This design comes from an exercise in tuning for small area, a short achievable clock period and few clock cycles per item on the open sky130 flow, not from production work. Only simulation tests tie the RTL to the original design; equivalence was not proved.

Setup of the baseline:
## otsu_threshold
module otsu_threshold (
    input  wire        clk,
    input  wire        rst,         
    input  wire        in_valid,
    output wire        in_ready,
    input  wire [31:0] in_data,
    input  wire        in_last,     
    input  wire [1:0]  in_count,    
    output wire        out_valid,
    input  wire        out_ready,
    output wire [7:0]  out_level
);
    reg         w_valid;        
    reg  [31:0] w_data;
    reg         w_last;
    reg  [1:0]  w_cnt;
    reg         rdy;
    reg         rst_r;
    reg         scan;           
    reg         busy;           
    reg         ov;             
    reg  [7:0]  olvl;
    reg         fbusy;          
    assign in_ready  = rdy_o;
    assign out_valid = ov_o;
    assign out_level = olvl;
    wire        start_ok = ~busy & ~ov;
    wire        consume  = w_valid & ~scan & (~w_last | start_ok);
    wire        accept   = in_valid & rdy;
    wire        fin_last = consume & w_last;       
    wire [3:0]  lv;
    assign lv[0] = consume;
    assign lv[1] = consume & (~w_last | (w_cnt >= 2'd1));
    assign lv[2] = consume & (~w_last | (w_cnt >= 2'd2));
    assign lv[3] = consume & (~w_last | (w_cnt == 2'd3));
  ...
export LEC_CHECK = 0
export CAP_MARGIN = 35
export CORE_MARGIN = 2
export CORE_UTILIZATION = 30
export CTS_CLUSTER_DIAMETER = 100
export CTS_CLUSTER_SIZE = 20
export PLACE_DENSITY = 0.45
export SLEW_MARGIN = 35
create_clock -name core_clock -period 45.0 [get_ports {clk}]
standard.sh (not shown) runs the stock make flow with config.mk's settings and CLKGATE_MAP_FILE= SYNTH_SCRIPT=/design/flow/synth_recipe.tcl, a recipe that flattens the netlist after the stock synthesis.
==> flow/flow/run.sh <==
#!/bin/bash
# The standard layout (standard.sh) with two changes to how the layout is
# made: the buffers that the flow puts on every input and output port are
# buf_4 cells rather than the flow's default pick (a slow delay buffer), and
# the repair of antenna violations after detailed routing may run up to 20
# rounds instead of 5. Every port is still buffered; constraints are the standard flow's.
# The flow's output goes to standard.log in this folder; ORFS's own logs stay
# under orfs/logs.
set -e
export BUFFER_PORTS_ARGS="-buffer_cell sky130_fd_sc_hd__buf_4"
export MAX_REPAIR_ANTENNAS_ITER_DRT=20
bash standard.sh > standard.log 2>&1
The baseline ran to completion and came out clean on the timing, DRC and antenna checks.
Testbench counts of the baseline, summed over its fixed seeds: cycles 49,038, images 64.
### the baseline -> the candidate
==> flow/flow/run.sh <==
#!/bin/bash
# The standard layout (standard.sh), with one change: the buffers that
# the flow puts on every input and output port are buf_4 cells rather than
# the flow's default pick (a slow delay buffer). Every port is still buffered.
# The flow's output goes to standard.log in this folder; ORFS's own logs stay
# under orfs/logs.
set -e
export BUFFER_PORTS_ARGS="-buffer_cell sky130_fd_sc_hd__buf_4"
bash standard.sh > standard.log 2>&1
Findings:
- | worst slew margin relative to its limit | the baseline vs the candidate | ≈ equal |
- As far as number of buffer cells added on primary ports goes, the candidate and the baseline are indistinguishable; the numbers are identical.
- Taking the baseline as the reference, in the candidate routed length on met3 now sits at about the same level; total wirelength of the detailed-routed design shows no meaningful change.
- Status: wire length per cell parity (the baseline, the candidate)
- Via count: the baseline vs the candidate — no meaningful difference
- Worst hold slack delta (the candidate -> the baseline): insignificant
- The candidate -> the baseline: relative area change from synthesis to final layout flat
- Comparing the candidate with the baseline, the fraction of standard cell area that is sequential came out essentially unchanged.
- The flow completed for the candidate, but it is not clean: the layout still shows antenna violations.
- Between the baseline and the candidate, the final cell count without fillers figures differ only marginally.


otsu_threshold, a different RTL version from the one above (not shown whole).
For scale: ~28000 cells after synthesis, about 3700 flip-flops, roughly 49 I/O pins, about 260000 um^2 of cells after synthesis.
clock: 45.0 ns
lec_check: 0
cap_margin: 35
core_margin: 2
core_utilization: 30
cts_cluster_diameter: 100
cts_cluster_size: 20
gpl_timing_driven: 0
place_density: 0.45
slew_margin: 35
==> flow/flow/run.sh <==
#!/bin/bash
# The standard layout (standard.sh), with one change: the buffers that
# the flow puts on every input and output port are buf_4 cells rather than
# the flow's default pick (a slow delay buffer). Every port is still buffered.
# The flow's output goes to standard.log in this folder; ORFS's own logs stay
# under orfs/logs.
set -e
export BUFFER_PORTS_ARGS="-buffer_cell sky130_fd_sc_hd__buf_4"
bash standard.sh > standard.log 2>&1
Testbench counts at the start, summed over its fixed seeds: cycles 49,038, images 64.
Next try:
- GPL_TIMING_DRIVEN: 0 -> default
What happened:
- clock-buffer cell count increases by 10
- routed wire length fell by a little under a tenth
- critical path depth shrinks by 28
- first-iteration DRC count goes down by roughly a tenth
- cell count falls by a few percent
- register-to-register slack improved by 2200 ps
- setup slack improves by 1100 ps
- synthesized cell count does not change


Setup of v6:
otsu_threshold, a different RTL version from the one above (not shown whole).
For scale: ~28,000 cells after synthesis, roughly 3,800 flip-flops, roughly 260,000 µm² of cells after synthesis.
==> flow/config.mk <==
export PLATFORM = sky130hd
export DESIGN_NAME = otsu_threshold
export DESIGN_NICKNAME = otsu_threshold
export VERILOG_FILES = /design/flow/design.v
export SDC_FILE = /design/flow/constraint.sdc
export NUM_CORES = 8
export LEC_CHECK = 0
export CAP_MARGIN = 35
export CORE_MARGIN = 2
export CORE_UTILIZATION = 40
export CTS_CLUSTER_DIAMETER = 100
export CTS_CLUSTER_SIZE = 20
export PLACE_DENSITY = 0.55
export SLEW_MARGIN = 35
==> flow/constraint.sdc <==
create_clock -name core_clock -period 45.0 [get_ports {clk}]
set_input_delay 9.0000 -clock core_clock [delete_from_list [all_inputs] [get_ports {clk}]]
set_output_delay 9.0000 -clock core_clock [all_outputs]
set_load 0.01 [all_outputs]
Scripts as last shown in full above: flow/flow/run.sh
v6 completed every stage of the flow, and the final layout passed the timing, DRC and antenna checks.
Testbench counts of v6, summed over its fixed seeds: cycles 49,038, images 64.
[inputs] v7 vs v6
-- flow/config.mk --
<<< v6, line 9
export CORE_MARGIN = 2
export CORE_UTILIZATION = 40
export CTS_CLUSTER_DIAMETER = 100
export CTS_CLUSTER_SIZE = 20
export PLACE_DENSITY = 0.55
export SLEW_MARGIN = 35
>>> v7, line 9
export CORE_MARGIN = 2
export CORE_UTILIZATION = 30
export CTS_CLUSTER_DIAMETER = 100
export CTS_CLUSTER_SIZE = 20
export PLACE_DENSITY = 0.45
export SLEW_MARGIN = 35
[summary]
Effective utilization at floorplan for v7 is lower than for v6.
Going from v6 to v7, met1 global-route usage shrinks by 8.0 points.
Compare v6 and v7 | share of the clock period used by the worst path after layout lower: v7
v7 ends up with a met2 track demand over resource that is 9.3 points lower than in v6.

separate check: timing with driven ports:
In the flow no input, the clock included, has a driving cell. The finished layouts below were timed again as built, in two steps. Step 1, drivers: a clkbuf_16 drives clk and a buf_2 each remaining input, both assumed. Step 2 times the ports against the registers' clock, not the clock port: input delays grow and output delays shrink by t, the midpoint of the rising clock arrivals with the driver on. Three values: no drivers, after step 1, after step 2; two values: the first two.
| run | t, ns | setup slack, ns | latest minus earliest clock arrival (ns) | cell pins on the clock port's net |
|---|---|---|---|---|
| the baseline | 1.224 | 34.066 / 33.926 / 34.200 | 0.180 / 0.181 | 1 |
| the candidate | 1.224 | 34.066 / 33.926 / 34.203 | 0.180 / 0.181 | 1 |
| the first run of note 2 | 1.168 | 33.300 / 33.300 / 33.300 | 0.199 / 0.199 | 1 |
| the second run of note 2 | 1.180 | 34.425 / 34.280 / 33.954 | 0.141 / 0.141 | 1 |
| v6 | 1.171 | 33.898 / 33.758 / 34.780 | 0.146 / 0.145 | 1 |
| v7 | 1.163 | 34.085 / 33.950 / 34.887 | 0.150 / 0.150 | 1 |
The setup slack of the second run of note 2, which loses most, moves by -0.145 ns with the drivers and by -0.471 ns with both steps.
